From an optimization exercise on the open Yosys and OpenROAD flow, aimed at small area; shortcuts taken in it are not production practice. In this exercise RTL edits were held to simulation tests only and were not proved equivalent to the original. The clock input has no modelled driver; a real chip could not lean on it and would need a root buffer or a full tree. No activity file was given, so power comes from the tool's default toggle rates.

==> module dr1363_validator, before the edit <==
module dr1363_validator (
    input  wire        clk,
    input  wire        rst,         
    input  wire        in_valid,
    input  wire [7:0]  in_data,
    input  wire        in_last,
    output reg         pay_valid,
    output reg  [7:0]  pay_data,
    output reg         res_valid,
    output reg  [7:0]  res_code,
    output reg  [7:0]  res_info,
    output reg  [11:0] res_len
);
    localparam [2:0] E_NONE = 3'b000;
    localparam [2:0] E_MARK = 3'b010;
    localparam [2:0] E_FD   = 3'b110;
    localparam [2:0] E_SREJ = 3'b011;
    localparam [2:0] E_LCHK = 3'b100;
    function [7:0] enc;
        input [7:0] c;
        begin
            enc[7:4] = c[7:4];
            enc[0]   = c[0] ^ c[6];
            enc[1]   = c[1] ^ (c[6] & c[0]);
            enc[2]   = c[2] ^ (c[6] & c[1] & c[0]);
            enc[3]   = c[3] ^ (c[6] & ~(c[2] & c[1] & c[0]));
        end
    endfunction
    function [7:0] dec;
        input [7:0] e;
        begin
            dec[7:4] = e[7:4];
            dec[0]   = e[0] ^ e[6];
            dec[1]   = e[1] ^ (e[6] & ~e[0]);
            dec[2]   = e[2] ^ (e[6] & ~(e[1] | e[0]));
            dec[3]   = e[3] ^ (e[6] & (e[2] | e[1] | e[0]));
        end
    endfunction
    reg  [12:0] c;
    reg  [15:0] ns;           
    reg  [7:0]  dly0, dly1, dly2, dly3;    
    reg  [11:0] r;            
    reg  [2:0]  e;
    reg         done;         
    wire        acc   = in_valid && !rst;
    wire        fresh = done;
    wire        is_cr = (in_data == 8'h0D);
    wire        crl   = in_last && is_cr;
    wire [7:0]  in_enc = enc(in_data);
    wire [3:0]  hv    = in_enc[3:0];
    wire        hv_hi = in_enc[3] & (in_enc[2] | in_enc[1]);    
    wire        hx    = hv_hi ? ((in_enc[7:6] == 2'b01) && !in_enc[4])
                              : (in_enc[7:4] == 4'h3);
    wire [7:0]  d3    = dec(dly3);
    wire        neg   = c[12] & c[11];
    wire        sat   = c[12] & ~c[11] & c[0];
    wire        c4096 = c[12] & ~c[11] & ~c[0];
    wire        mid   = acc & ~fresh & c[12];
    wire        j4    = mid & (c[4:0] == 5'b10011);
    wire        j7    = mid & (c[4:0] == 5'b10110);
    wire        j8    = mid & (c[4:0] == 5'b10111);
    wire        j9    = mid & (c[4:0] == 5'b11000);
    wire        j10   = mid & (c[4:0] == 5'b11001);
    wire        j11   = mid & (c[4:0] == 5'b11010);
    wire        j12   = mid & (c[4:0] == 5'b11011);
    wire        inc   = acc & ~(crl & ~c4096) & (fresh | ~sat);
    wire [12:0] c_base = (acc & fresh) ? 13'h1FEF : c;
    wire        ld    = j4;
    wire        addok = acc & ~crl;
    wire [3:0]  l_a   = j9 ? 4'd0 : r[11:8];
    wire [4:0]  l_c;
    wire [3:0]  lsum;
    wire [13:0] c_k;
    wire [12:0] c_next;
    wire        none  = (e == E_NONE);
    wire [15:0] t_base = ld ? 16'hFF81 : ns;
    wire [7:0]  t_add  = addok ? d3 : 8'd0;
    wire [16:0] t_c;
    wire [15:0] t_next;
    assign t_c[0] = 1'b0;
    genvar gi;
    generate
        for (gi = 0; gi < 8; gi = gi + 1) begin : g_lo
            assign t_next[gi] = t_base[gi] ^ t_add[gi] ^ t_c[gi];
            assign t_c[gi+1]  = (t_base[gi] & t_add[gi]) | (t_c[gi] & (t_base[gi] ^ t_add[gi]));
        end
        for (gi = 8; gi < 16; gi = gi + 1) begin : g_hi
            assign t_next[gi] = t_base[gi] ^ t_c[gi];
            assign t_c[gi+1]  = t_base[gi] & t_c[gi];
        end
        for (gi = 0; gi < 4; gi = gi + 1) begin : g_l
            assign lsum[gi]  = l_a[gi] ^ hv[gi] ^ l_c[gi];
            assign l_c[gi+1] = (l_a[gi] & hv[gi]) | (l_c[gi] & (l_a[gi] ^ hv[gi]));
        end
        for (gi = 0; gi < 13; gi = gi + 1) begin : g_c
            assign c_next[gi] = c_base[gi] ^ c_k[gi];
            assign c_k[gi+1]  = c_base[gi] & c_k[gi];
        end
    endgenerate
    assign l_c[0] = 1'b0;
    assign c_k[0] = inc;
    always @(posedge clk) begin
        c  <= c_next;
        ns <= t_next;
        pay_data <= d3;
        if (rst) begin
            done      <= 1'b1;
            pay_valid <= 1'b0;
            res_valid <= 1'b0;
        end else begin
            pay_valid <= acc & ~fresh & ~neg & ~crl;
            res_valid <= acc & in_last;
            if (acc)
                done <= in_last;
        end
        if (addok) begin
            dly3 <= dly2;
            dly2 <= dly1;
            dly1 <= dly0;
            dly0 <= in_enc;
        end
        if (j7 | j8 | ((j10 | j11 | j12) & ~e[0]))
            r[7:0] <= {r[3:0], hv};
        if (j9 | j10 | j11)
            r[11:8] <= lsum;
        else if (j12)
            r[11:8] <= r[7:4];
        if (acc & fresh)
            e <= (in_data == 8'h7E) ? E_NONE : E_MARK;
        else if (none) begin
            if ((j7 | j8) & ~hx)
                e <= E_FD;
            else if (j8 & ((r[3:0] != 4'd0) | (hv != 4'd0)))
                e <= E_SREJ;
            else if ((j9 | j10 | j11) & ~hx)
                e <= E_LCHK;
            else if (j12 & (~hx | (lsum != 4'd0)))
                e <= E_LCHK;
        end
    end
    function hex_is;
        input [7:0] e;
        input [3:0] n;
        begin
            if (n <= 4'd9)
                hex_is = (e[7:4] == 4'h3) && (e[3:0] == n);
            else
                hex_is = (e[7:6] == 2'b01) && (e[4] == 1'b0) && (e[3:0] == n);
        end
    endfunction
    wire        chk_ok  = hex_is(dly3, ~ns[15:12]) && hex_is(dly2, ~ns[11:8]) &&
                          hex_is(dly1, ~ns[7:4]) && hex_is(dly0, ~ns[3:0]);
    wire        len_ok  = ~c[12] && (r == c[11:0]);
    wire        pre    = ~sat & ~neg;
    wire        ok     = pre & none & chk_ok & len_ok;
    wire        srej   = pre & e[0];
    wire        badchk = none & ~chk_ok;
    always @(*) begin
        res_code[7]   = sat;
        res_code[6]   = ~sat & ~ok;
        res_code[5:4] = 2'b00;
        res_code[3]   = pre & e[2] & e[1];
        res_code[2]   = pre & ((e[2] & ~e[1]) | (none & ~(chk_ok & len_ok)));
        res_code[1]   = sat | (pre & ((e[1] & ~e[2]) | (none & chk_ok & ~len_ok)));
        res_code[0]   = (~sat & neg) | (pre & (e[0] | badchk));
        res_info      = srej ? r[7:0] : 8'd0;
        res_len       = ok ? r : 12'd0;
    end
endmodule
export LEC_CHECK = 0
export CAP_MARGIN = 0
export CORE_MARGIN = 2
export CORE_UTILIZATION = 80
export PLACE_DENSITY = 0.9
export SLEW_MARGIN = 0
create_clock -name core_clock -period 8.0 [get_ports {clk}]
standard.sh (not shown) runs the stock make flow with config.mk's settings and CLKGATE_MAP_FILE= SYNTH_SCRIPT=/design/flow/synth_recipe.tcl, a recipe that flattens the netlist after the stock synthesis.
==> flow/flow/run.sh <==
#!/bin/bash
# The standard layout (standard.sh), with three changes:
#  - synthesis is the standard flow's own script (synth_recipe.tcl and ORFS's synth.tcl), except
#    that its single ABC mapping call is replaced by flow/abc_multi.tcl, which maps
#    the logic with each of the area-oriented ABC scripts flow/abc*.script and keeps
#    the smallest result; the registers are the standard synthesis's;
#  - ports are buffered with buf_1 cells;
#  - the clock tree is built by flow/clock_tree.tcl (run as PRE_CTS_TCL) instead of
#    TritonCTS: the clock port drives one inv_4, which drives three inv_12 cells,
#    each driving a third of the registers.
# make's full output goes to layout.log in this folder.
set -euo pipefail
export CLK_NBUF=3
export CLK_ROOT=sky130_fd_sc_hd__inv_4
export CLK_LEAF=sky130_fd_sc_hd__inv_12
here=$(pwd)
sed "s|  log_cmd abc {\*}\$abc_args|  source $here/flow/abc_multi.tcl|" \
  "$FLOW_HOME/scripts/synth.tcl" > synth_area.tcl
grep -q "flow/abc_multi.tcl" synth_area.tcl
sed "s|source \$::env(SCRIPTS_DIR)/synth.tcl|source $here/synth_area.tcl|" synth_recipe.tcl > synth_recipe_area.tcl
grep -q "synth_area.tcl" synth_recipe_area.tcl
bash standard.sh \
  "SYNTH_SCRIPT=$here/synth_recipe_area.tcl" \
  "BUFFER_PORTS_ARGS=-buffer_cell sky130_fd_sc_hd__buf_1" \
  "PRE_CTS_TCL=$here/flow/clock_tree.tcl" \
  finish > layout.log 2>&1
Other scripts of this flow, unchanged in this note and not shown: flow/flow/abc1.script, flow/flow/abc2.script, flow/flow/abc3.script, flow/flow/abc4.script, flow/flow/abc5.script, flow/flow/abc_multi.tcl, flow/flow/clock_tree.tcl
==> next run, changes <==
--- a/flow/design.v
+++ b/flow/design.v
@@ -63,7 +63,7 @@
     wire        j10   = mid & (c[4:0] == 5'b11001);
     wire        j11   = mid & (c[4:0] == 5'b11010);
     wire        j12   = mid & (c[4:0] == 5'b11011);
-    wire        inc   = acc & ~(crl & ~c4096) & (fresh | ~sat);
+    wire        inc   = acc & ~(crl & (fresh | ~c4096)) & (fresh | ~sat);
     wire [12:0] c_base = (acc & fresh) ? 13'h1FEF : c;
     wire        ld    = j4;
     wire        addok = acc & ~crl;
Result: The changed run finished clean. Routed wire length increases by 7.3%. Synthesized area hardly moves. Power increases by 0.56%. Worst setup slack gains 0.30 ns. Die area hardly moves. Global-route usage increases by 2.5 points. Cell area stays flat.
No run of this note takes its clock network from TritonCTS; it comes from the design's own scripts or RTL.

re-timing with driven ports:
The flow's constraints put no driver on any port. The routed layouts listed below were extracted and timed again, unchanged, in two steps. Step 1, drivers: a clkbuf_16 drives clk and a buf_2 each remaining input, both assumed. Step 2 moves the port delays by t, midway between the first and last clock arrival at a register: inputs arrive t later, outputs are due t later. That takes back most of the time a late clock gives input paths. Three values: ideal, step 1, step 2; two values: the first two.
run | t (ns) | slack for setup (ns) | slew at the worst register clock pin (ns)
the first run | 0.255 | 1.165 / 1.179 / 0.924 | 0.11 / 0.11
the second run | 0.258 | 1.461 / 1.473 / 1.215 | 0.11 / 0.11
After both steps setup and hold are still met in every run listed. For the second run, which loses most, drivers alone change the setup slack by +0.012 ns; drivers and shift together by -0.246 ns.
